What follows belongs to an exercise in optimizing a design on an open flow for small area, a short achievable clock period and few clock cycles per item; a production flow would make more cautious choices.
Function was checked by simulation only, so behaviour that the tests miss may differ from the original.

==> build 15 <==
==> flow/design.v (excerpt) <==
module b85_codec (
    input  wire        clk,
    input  wire        rst,         
    input  wire        in_valid,
    output wire        in_ready,
    input  wire        in_mode,     
    input  wire [39:0] in_data,
    output wire        out_valid,
    input  wire        out_ready,
    output wire [39:0] out_data,
    output wire [1:0]  out_err
);
clock: 30.0 ns
lec_check: 0
cap_margin: 20
core_margin: 2
core_utilization: 65
slew_margin: 20
synth_hierarchical: 1
standard.sh (not shown) runs the stock make flow with config.mk's settings and CLKGATE_MAP_FILE= SYNTH_SCRIPT=/design/flow/synth_recipe.tcl, a recipe that flattens the netlist after the stock synthesis.
==> flow/flow/run.sh <==
#!/bin/bash
# Own layout flow: the standard layout (standard.sh) unchanged, except that the
# resizer's timing repair keeps a setup margin (so it also speeds up paths that already
# meet the 30 ns clock) and the ports get buf_2 buffers instead of the resizer's choice.
# The clock, the constraints and the synthesis are the standard ones.
set -euo pipefail
export SETUP_SLACK_MARGIN=23.0
export TNS_END_PERCENT=100
export BUFFER_PORTS_ARGS="-buffer_cell sky130_fd_sc_hd__buf_2"
bash standard.sh > standard.log 2>&1
==> inputs of trial 28, as changes to build 15 <==
--- a/flow/design.v
+++ b/flow/design.v
@@ -17,39 +17,39 @@
     input  wire [39:0] in_data,
     output wire        out_valid,
     input  wire        out_ready,
     output wire [39:0] out_data,
     output wire [1:0]  out_err
 );
     reg        ir_v, ir_mode;       
     reg [39:0] ir_data;
-    reg        sk_v, sk_mode;       
-    reg [39:0] sk_data;
     reg        rdy;                 
-    reg        full2, full3;        
     reg        m_v, m_mode;         
     reg [51:0] m_p;                 
     reg        o_v;                 
     reg [39:0] o_data;
     reg [1:0]  o_err;
+    reg        o2_v;                
+    reg [39:0] o2_data;
+    reg [1:0]  o2_err;
     assign in_ready  = rdy;
     assign out_valid = o_v;
     assign out_data  = o_data;
     assign out_err   = o_err;
-    wire acc     = in_valid & rdy;
-    wire stall   = !out_ready;
-    wire o_adv   = !o_v | out_ready;       
-    wire m_adv   = !full2 | out_ready;     
-    wire ir_free = !full3 | out_ready;     
-    wire o_v_n  = m_v | (o_v & stall);
-    wire m_v_n  = ir_v | (full2 & stall);
-    wire ir_v_n = sk_v | acc | (full3 & stall);
-    wire sk_v_n = (sk_v | acc) & full3 & stall;
-    wire rdy_n  = out_ready | !(ir_v & m_v & o_v) | !(sk_v | acc);
+    wire acc   = in_valid & rdy;
+    wire deq   = o_v & out_ready;        
+    wire m_en  = !m_v | !o2_v;           
+    wire ir_en = !ir_v | m_en;           
+    wire enq   = m_v & !o2_v;            
+    wire o_adv = !o_v | out_ready;       
+    wire ir_v_n = ir_en ? acc : ir_v;
+    wire m_v_n  = m_en ? ir_v : m_v;
+    wire o_v_n  = o_v ? (!deq | o2_v | enq) : enq;
+    wire o2_v_n = o_v & !deq & (o2_v | enq);
     wire [9:0] c0;
 wire c0_1, c0_2;
 b85_fa c0_1_i (.a(ir_data[0]), .b(ir_data[8]), .c(ir_data[16]), .s(c0_1), .co(c0_2));
 wire c0_3, c0_4;
 b85_fa c0_3_i (.a(ir_data[1]), .b(ir_data[9]), .c(ir_data[17]), .s(c0_3), .co(c0_4));
 wire c0_5, c0_6;
 b85_fa c0_5_i (.a(ir_data[2]), .b(ir_data[10]), .c(ir_data[18]), .s(c0_5), .co(c0_6));
 wire c0_7, c0_8;
@@ -1067,46 +1067,44 @@
                  ok(ir_data[31:24]) && ok(ir_data[39:32]));
     wire [51:0] p_enc = {9'd0, x4, x3, x2, x1, x0};
     wire [51:0] p_dec = {bad, dec_hb, dec_ha, dec_lo};
     wire        m_bad    = m_p[51];
     wire [16:0] m_hi     = m_p[33:17] + m_p[50:34] + m_p[16];
     wire [32:0] m_dv     = {m_hi, m_p[15:0]};
     wire [39:0] dec_data = (m_bad || m_dv[32]) ? 40'd0 : {8'd0, m_dv[31:0]};
     wire [1:0]  dec_err  = m_bad ? 2'd1 : (m_dv[32] ? 2'd2 : 2'd0);
+    wire [39:0] s2_data = m_mode ? dec_data : enc;
+    wire [1:0]  s2_err  = m_mode ? dec_err : 2'd0;
     always @(posedge clk) begin
         if (rst) begin
-            ir_v  <= 1'b0;
-            sk_v  <= 1'b0;
-            rdy   <= 1'b1;
-            m_v   <= 1'b0;
-            o_v   <= 1'b0;
-            full2 <= 1'b0;
-            full3 <= 1'b0;
+            ir_v <= 1'b0;
+            rdy  <= 1'b1;
+            m_v  <= 1'b0;
+            o_v  <= 1'b0;
+            o2_v <= 1'b0;
         end else begin
-            ir_v  <= ir_v_n;
-            sk_v  <= sk_v_n;
-            rdy   <= rdy_n;
-            m_v   <= m_v_n;
-            o_v   <= o_v_n;
-            full2 <= m_v_n & o_v_n;
-            full3 <= ir_v_n & m_v_n & o_v_n;
+            ir_v <= ir_v_n;
+            rdy  <= !ir_v_n | !m_v_n | !o2_v_n;
+            m_v  <= m_v_n;
+            o_v  <= o_v_n;
+            o2_v <= o2_v_n;
         end
     end
     always @(posedge clk) begin
-        if (ir_free) begin
-            ir_mode <= sk_v ? sk_mode : in_mode;
-            ir_data <= sk_v ? sk_data : in_data;
+        if (ir_en) begin
+            ir_mode <= in_mode;
+            ir_data <= in_data;
         end
-        if (!sk_v) begin
-            sk_mode <= in_mode;
-            sk_data <= in_data;
-        end
-        if (m_adv) begin
+        if (m_en) begin
             m_mode <= ir_mode;
             m_p    <= ir_mode ? p_dec : p_enc;
         end
+        if (!o2_v) begin
+            o2_data <= s2_data;
+            o2_err  <= s2_err;
+        end
         if (o_adv) begin
-            o_data <= m_mode ? dec_data : enc;
-            o_err  <= m_mode ? dec_err : 2'd0;
+            o_data <= o2_v ? o2_data : s2_data;
+            o_err  <= o2_v ? o2_err : s2_err;
         end
     end
 endmodule
==> flow/flow/run.sh (replaced) <==
#!/bin/bash
# Own layout flow: the standard layout (standard.sh) unchanged, except that the
# resizer's timing repair keeps a setup margin (so it also speeds up paths that already
# meet the 30 ns clock) and the ports get buf_2 buffers instead of the resizer's choice.
# The clock, the constraints and the synthesis are the standard ones.
set -euo pipefail
export SETUP_SLACK_MARGIN=22.8
export TNS_END_PERCENT=100
export BUFFER_PORTS_ARGS="-buffer_cell sky130_fd_sc_hd__buf_2"
bash standard.sh > standard.log 2>&1
CORE_UTILIZATION = 75   (was 65)
==> inputs of trial 98, as changes to build 15 <==
--- a/flow/design.v
+++ b/flow/design.v
@@ -17,39 +17,39 @@
     input  wire [39:0] in_data,
     output wire        out_valid,
     input  wire        out_ready,
     output wire [39:0] out_data,
     output wire [1:0]  out_err
 );
     reg        ir_v, ir_mode;       
     reg [39:0] ir_data;
-    reg        sk_v, sk_mode;       
-    reg [39:0] sk_data;
     reg        rdy;                 
-    reg        full2, full3;        
     reg        m_v, m_mode;         
     reg [51:0] m_p;                 
     reg        o_v;                 
     reg [39:0] o_data;
     reg [1:0]  o_err;
+    reg        o2_v;                
+    reg [39:0] o2_data;
+    reg [1:0]  o2_err;
     assign in_ready  = rdy;
     assign out_valid = o_v;
     assign out_data  = o_data;
     assign out_err   = o_err;
-    wire acc     = in_valid & rdy;
-    wire stall   = !out_ready;
-    wire o_adv   = !o_v | out_ready;       
-    wire m_adv   = !full2 | out_ready;     
-    wire ir_free = !full3 | out_ready;     
-    wire o_v_n  = m_v | (o_v & stall);
-    wire m_v_n  = ir_v | (full2 & stall);
-    wire ir_v_n = sk_v | acc | (full3 & stall);
-    wire sk_v_n = (sk_v | acc) & full3 & stall;
-    wire rdy_n  = out_ready | !(ir_v & m_v & o_v) | !(sk_v | acc);
+    wire acc   = in_valid & rdy;
+    wire deq   = o_v & out_ready;        
+    wire m_en  = !m_v | !o2_v;           
+    wire ir_en = !ir_v | m_en;           
+    wire enq   = m_v & !o2_v;            
+    wire o_adv = !o_v | out_ready;       
+    wire ir_v_n = ir_en ? acc : ir_v;
+    wire m_v_n  = m_en ? ir_v : m_v;
+    wire o_v_n  = o_v ? (!deq | o2_v | enq) : enq;
+    wire o2_v_n = o_v & !deq & (o2_v | enq);
     wire [9:0] c0;
 wire c0_1, c0_2;
 b85_fa c0_1_i (.a(ir_data[0]), .b(ir_data[8]), .c(ir_data[16]), .s(c0_1), .co(c0_2));
 wire c0_3, c0_4;
 b85_fa c0_3_i (.a(ir_data[1]), .b(ir_data[9]), .c(ir_data[17]), .s(c0_3), .co(c0_4));
 wire c0_5, c0_6;
 b85_fa c0_5_i (.a(ir_data[2]), .b(ir_data[10]), .c(ir_data[18]), .s(c0_5), .co(c0_6));
 wire c0_7, c0_8;
@@ -1067,46 +1067,44 @@
                  ok(ir_data[31:24]) && ok(ir_data[39:32]));
     wire [51:0] p_enc = {9'd0, x4, x3, x2, x1, x0};
     wire [51:0] p_dec = {bad, dec_hb, dec_ha, dec_lo};
     wire        m_bad    = m_p[51];
     wire [16:0] m_hi     = m_p[33:17] + m_p[50:34] + m_p[16];
     wire [32:0] m_dv     = {m_hi, m_p[15:0]};
     wire [39:0] dec_data = (m_bad || m_dv[32]) ? 40'd0 : {8'd0, m_dv[31:0]};
     wire [1:0]  dec_err  = m_bad ? 2'd1 : (m_dv[32] ? 2'd2 : 2'd0);
+    wire [39:0] s2_data = m_mode ? dec_data : enc;
+    wire [1:0]  s2_err  = m_mode ? dec_err : 2'd0;
     always @(posedge clk) begin
         if (rst) begin
-            ir_v  <= 1'b0;
-            sk_v  <= 1'b0;
-            rdy   <= 1'b1;
-            m_v   <= 1'b0;
-            o_v   <= 1'b0;
-            full2 <= 1'b0;
-            full3 <= 1'b0;
+            ir_v <= 1'b0;
+            rdy  <= 1'b1;
+            m_v  <= 1'b0;
+            o_v  <= 1'b0;
+            o2_v <= 1'b0;
         end else begin
-            ir_v  <= ir_v_n;
-            sk_v  <= sk_v_n;
-            rdy   <= rdy_n;
-            m_v   <= m_v_n;
-            o_v   <= o_v_n;
-            full2 <= m_v_n & o_v_n;
-            full3 <= ir_v_n & m_v_n & o_v_n;
+            ir_v <= ir_v_n;
+            rdy  <= !ir_v_n | !m_v_n | !o2_v_n;
+            m_v  <= m_v_n;
+            o_v  <= o_v_n;
+            o2_v <= o2_v_n;
         end
     end
     always @(posedge clk) begin
-        if (ir_free) begin
-            ir_mode <= sk_v ? sk_mode : in_mode;
-            ir_data <= sk_v ? sk_data : in_data;
+        if (ir_en) begin
+            ir_mode <= in_mode;
+            ir_data <= in_data;
         end
-        if (!sk_v) begin
-            sk_mode <= in_mode;
-            sk_data <= in_data;
-        end
-        if (m_adv) begin
+        if (m_en) begin
             m_mode <= ir_mode;
             m_p    <= ir_mode ? p_dec : p_enc;
         end
+        if (!o2_v) begin
+            o2_data <= s2_data;
+            o2_err  <= s2_err;
+        end
         if (o_adv) begin
-            o_data <= m_mode ? dec_data : enc;
-            o_err  <= m_mode ? dec_err : 2'd0;
+            o_data <= o2_v ? o2_data : s2_data;
+            o_err  <= o2_v ? o2_err : s2_err;
         end
     end
 endmodule
==> flow/flow/run.sh (replaced) <==
#!/bin/bash
# Own layout flow: the standard layout (standard.sh) unchanged, except that the
# resizer's timing repair keeps a setup margin (so it also speeds up paths that already
# meet the 30 ns clock) and the ports get buf_2 buffers instead of the resizer's choice.
# The clock, the constraints and the synthesis are the standard ones.
set -euo pipefail
export SETUP_SLACK_MARGIN=22.5
export TNS_END_PERCENT=100
export BUFFER_PORTS_ARGS="-buffer_cell sky130_fd_sc_hd__buf_2"
bash standard.sh > standard.log 2>&1
==> inputs of build 63, as changes to build 15 <==
--- a/flow/design.v
+++ b/flow/design.v
@@ -17,39 +17,39 @@
     input  wire [39:0] in_data,
     output wire        out_valid,
     input  wire        out_ready,
     output wire [39:0] out_data,
     output wire [1:0]  out_err
 );
     reg        ir_v, ir_mode;       
     reg [39:0] ir_data;
-    reg        sk_v, sk_mode;       
-    reg [39:0] sk_data;
     reg        rdy;                 
-    reg        full2, full3;        
     reg        m_v, m_mode;         
     reg [51:0] m_p;                 
     reg        o_v;                 
     reg [39:0] o_data;
     reg [1:0]  o_err;
+    reg        o2_v;                
+    reg [39:0] o2_data;
+    reg [1:0]  o2_err;
     assign in_ready  = rdy;
     assign out_valid = o_v;
     assign out_data  = o_data;
     assign out_err   = o_err;
-    wire acc     = in_valid & rdy;
-    wire stall   = !out_ready;
-    wire o_adv   = !o_v | out_ready;       
-    wire m_adv   = !full2 | out_ready;     
-    wire ir_free = !full3 | out_ready;     
-    wire o_v_n  = m_v | (o_v & stall);
-    wire m_v_n  = ir_v | (full2 & stall);
-    wire ir_v_n = sk_v | acc | (full3 & stall);
-    wire sk_v_n = (sk_v | acc) & full3 & stall;
-    wire rdy_n  = out_ready | !(ir_v & m_v & o_v) | !(sk_v | acc);
+    wire acc   = in_valid & rdy;
+    wire deq   = o_v & out_ready;        
+    wire m_en  = !m_v | !o2_v;           
+    wire ir_en = !ir_v | m_en;           
+    wire enq   = m_v & !o2_v;            
+    wire o_adv = !o_v | out_ready;       
+    wire ir_v_n = ir_en ? acc : ir_v;
+    wire m_v_n  = m_en ? ir_v : m_v;
+    wire o_v_n  = o_v ? (!deq | o2_v | enq) : enq;
+    wire o2_v_n = o_v & !deq & (o2_v | enq);
     wire [9:0] c0;
 wire c0_1, c0_2;
 b85_fa c0_1_i (.a(ir_data[0]), .b(ir_data[8]), .c(ir_data[16]), .s(c0_1), .co(c0_2));
 wire c0_3, c0_4;
 b85_fa c0_3_i (.a(ir_data[1]), .b(ir_data[9]), .c(ir_data[17]), .s(c0_3), .co(c0_4));
 wire c0_5, c0_6;
 b85_fa c0_5_i (.a(ir_data[2]), .b(ir_data[10]), .c(ir_data[18]), .s(c0_5), .co(c0_6));
 wire c0_7, c0_8;
@@ -1028,32 +1028,46 @@
         tk = {4'd0, fp} - 7'd85 * fj;
     endfunction
     wire [6:0] t1 = y1[6:0] + tk(f1, f0);
     wire [6:0] t2 = y2[6:0] + tk(f2, f1);
     wire [6:0] t3 = y3[6:0] + tk(f3, f2);
     wire e1 = (t1 >= 7'd85);
     wire e2 = (t2 >= 7'd85) | ((t2 == 7'd84) & e1);
     wire e3 = (t3 >= 7'd85) | ((t3 == 7'd84) & e2);
+    function [7:0] radd;
+        input [7:0] a, b;
+        reg c;
+        integer i;
+        begin
+            c = 1'b0;
+            for (i = 0; i < 8; i = i + 1) begin
+                radd[i] = a[i] ^ b[i] ^ c;
+                c = (a[i] & b[i]) | (c & (a[i] ^ b[i]));
+            end
+        end
+    endfunction
     function [7:0] bk;
         input [6:0] t;
         input ep, ej;
+        reg [7:0] k;
         begin
-            if (ej)      bk = {1'b0, t} + (ep ? 8'd207 : 8'd206);    
-            else if (ep) bk = {1'b0, t} + ((t >= 7'd56) ? 8'd37 : 8'd36);
-            else         bk = {1'b0, t} + ((t >= 7'd57) ? 8'd36 : 8'd35);
+            if (ej)      k = ep ? 8'd207 : 8'd206;                   
+            else if (ep) k = (t >= 7'd56) ? 8'd37 : 8'd36;
+            else         k = (t >= 7'd57) ? 8'd36 : 8'd35;
+            bk = {1'b0, t} + k;
         end
     endfunction
-    wire [7:0] b0 = y0[7:0] + ((y0 >= 9'd255) ? 8'd36 :        
+    wire [7:0] b0 = radd(y0[7:0], (y0 >= 9'd255) ? 8'd36 :        
                                (y0 >= 9'd227) ? 8'd122 :       
                                (y0 >= 9'd170) ? 8'd121 :       
                                (y0 >= 9'd142) ? 8'd207 :       
                                (y0 >= 9'd85)  ? 8'd206 :       
                                (y0 >= 9'd57)  ? 8'd36 : 8'd35);
-    wire [7:0] b1 = bk(t1, 1'b0, e1);
+    wire [7:0] b1 = radd({1'b0, t1}, e1 ? 8'd206 : ((t1 >= 7'd57) ? 8'd36 : 8'd35));
     wire [7:0] b2 = bk(t2, e1, e2);
     wire [7:0] b3 = bk(t3, e2, e3);
     wire [6:0] v4a = y4 + f3;
     wire [6:0] v4b = v4a + 7'd1;
     wire [7:0] b4a = {1'b0, v4a} + ((v4a >= 7'd57) ? 8'd36 : 8'd35);
     wire [7:0] b4b = {1'b0, v4b} + ((v4b >= 7'd57) ? 8'd36 : 8'd35);
     wire [7:0] b4 = e3 ? b4b : b4a;
     wire [39:0] enc = {b4, b3, b2, b1, b0};
@@ -1067,46 +1081,44 @@
                  ok(ir_data[31:24]) && ok(ir_data[39:32]));
     wire [51:0] p_enc = {9'd0, x4, x3, x2, x1, x0};
     wire [51:0] p_dec = {bad, dec_hb, dec_ha, dec_lo};
     wire        m_bad    = m_p[51];
     wire [16:0] m_hi     = m_p[33:17] + m_p[50:34] + m_p[16];
     wire [32:0] m_dv     = {m_hi, m_p[15:0]};
     wire [39:0] dec_data = (m_bad || m_dv[32]) ? 40'd0 : {8'd0, m_dv[31:0]};
     wire [1:0]  dec_err  = m_bad ? 2'd1 : (m_dv[32] ? 2'd2 : 2'd0);
+    wire [39:0] s2_data = m_mode ? dec_data : enc;
+    wire [1:0]  s2_err  = m_mode ? dec_err : 2'd0;
     always @(posedge clk) begin
         if (rst) begin
-            ir_v  <= 1'b0;
-            sk_v  <= 1'b0;
-            rdy   <= 1'b1;
-            m_v   <= 1'b0;
-            o_v   <= 1'b0;
-            full2 <= 1'b0;
-            full3 <= 1'b0;
+            ir_v <= 1'b0;
+            rdy  <= 1'b1;
+            m_v  <= 1'b0;
+            o_v  <= 1'b0;
+            o2_v <= 1'b0;
         end else begin
-            ir_v  <= ir_v_n;
-            sk_v  <= sk_v_n;
-            rdy   <= rdy_n;
-            m_v   <= m_v_n;
-            o_v   <= o_v_n;
-            full2 <= m_v_n & o_v_n;
-            full3 <= ir_v_n & m_v_n & o_v_n;
+            ir_v <= ir_v_n;
+            rdy  <= !ir_v_n | !m_v_n | !o2_v_n;
+            m_v  <= m_v_n;
+            o_v  <= o_v_n;
+            o2_v <= o2_v_n;
         end
     end
     always @(posedge clk) begin
-        if (ir_free) begin
-            ir_mode <= sk_v ? sk_mode : in_mode;
-            ir_data <= sk_v ? sk_data : in_data;
+        if (ir_en) begin
+            ir_mode <= in_mode;
+            ir_data <= in_data;
         end
-        if (!sk_v) begin
-            sk_mode <= in_mode;
-            sk_data <= in_data;
-        end
-        if (m_adv) begin
+        if (m_en) begin
             m_mode <= ir_mode;
             m_p    <= ir_mode ? p_dec : p_enc;
         end
+        if (!o2_v) begin
+            o2_data <= s2_data;
+            o2_err  <= s2_err;
+        end
         if (o_adv) begin
-            o_data <= m_mode ? dec_data : enc;
-            o_err  <= m_mode ? dec_err : 2'd0;
+            o_data <= o2_v ? o2_data : s2_data;
+            o_err  <= o2_v ? o2_err : s2_err;
         end
     end
 endmodule
==> summary.md <==
| Metric | Value |
|---|---|
| Outcome | no timing/DRC/antenna violations |
| Period utilisation layout | 23.3% |
| CLK BUF | 22 |
| Post-detail-place hpwl | 34,600 um |
| RSZ-0062 raised after global routing | yes |
| Met2 global-route usage | 50.9% |
| Mean Syn Cell Area | 11.6 sq um |
the above is filed under build 63

==> summary.md <==
| Metric | Value |
|---|---|
| Outcome | no timing/DRC/antenna violations |
| Seq Cell Count | 179 |
| RSZ-0062 raised after global routing | no |
| Post-detail-place hpwl | 34,300 um |
| Mean Syn Cell Area | 11.6 sq um |
| CLK BUF | 18 |
| Ys flop type | edfxtp_1 |
the above is filed under trial 98

==> summary.md <==
| Metric | Value |
|---|---|
| Met2 global-route usage | 62.2% |
| Mean Syn Cell Area | 11.6 sq um |
| Final wirelength | 46,000 um |
| CLK BUF | 19 |
| Outcome | no timing/DRC/antenna violations |
| Post-detail-place hpwl | 35,600 um |
| Period utilisation layout | 23.3% |
the above is filed under trial 28

==> summary.md <==
| Metric | Value |
|---|---|
| Met2 global-route usage | 48.5% |
| CLK BUF | 17 |
| RSZ-0062 raised after global routing | yes |
| Period utilisation layout | 23.3% |
| Post-detail-place hpwl | 33,400 um |
| Outcome | no timing/DRC/antenna violations |
the above is filed under build 15

Testbench counts of build 15, summed over its fixed seeds: cycles 3,224, items 3,200.
Testbench counts of trial 28, summed over its fixed seeds: cycles 3,224, items 3,200.
Testbench counts of trial 98, summed over its fixed seeds: cycles 3,224, items 3,200.
Testbench counts of build 63, summed over its fixed seeds: cycles 3,224, items 3,200.

## separate check: timing with driven ports
In the flow no input, the clock included, has a driving cell. The finished layouts below were timed again as built, in two steps.
Step 1 assumes that a clkbuf_16 drives the clock port and a buf_2 every other input.
Step 2 times the ports against the registers' clock, not the clock port: input delays grow and output delays shrink by t, the midpoint of the rising clock arrivals with the driver on.
Three values: no drivers, after step 1, after step 2; two values: the first two.
run	shift t [ns]	setup WS [ns]	worst hold slack (ns)
build 15	0.500	23.008 / 22.953 / 22.635	0.409 / 0.409 / 0.409
trial 28	0.484	23.025 / 22.972 / 22.758	0.434 / 0.434 / 0.434
trial 98	0.510	22.980 / 22.924 / 22.781	0.456 / 0.456 / 0.456
build 63	0.504	23.009 / 22.956 / 22.769	0.428 / 0.428 / 0.428
After both steps setup and hold are still met in every run listed. The setup slack of build 15, which loses most, moves by -0.055 ns with the drivers and by -0.373 ns with both steps.
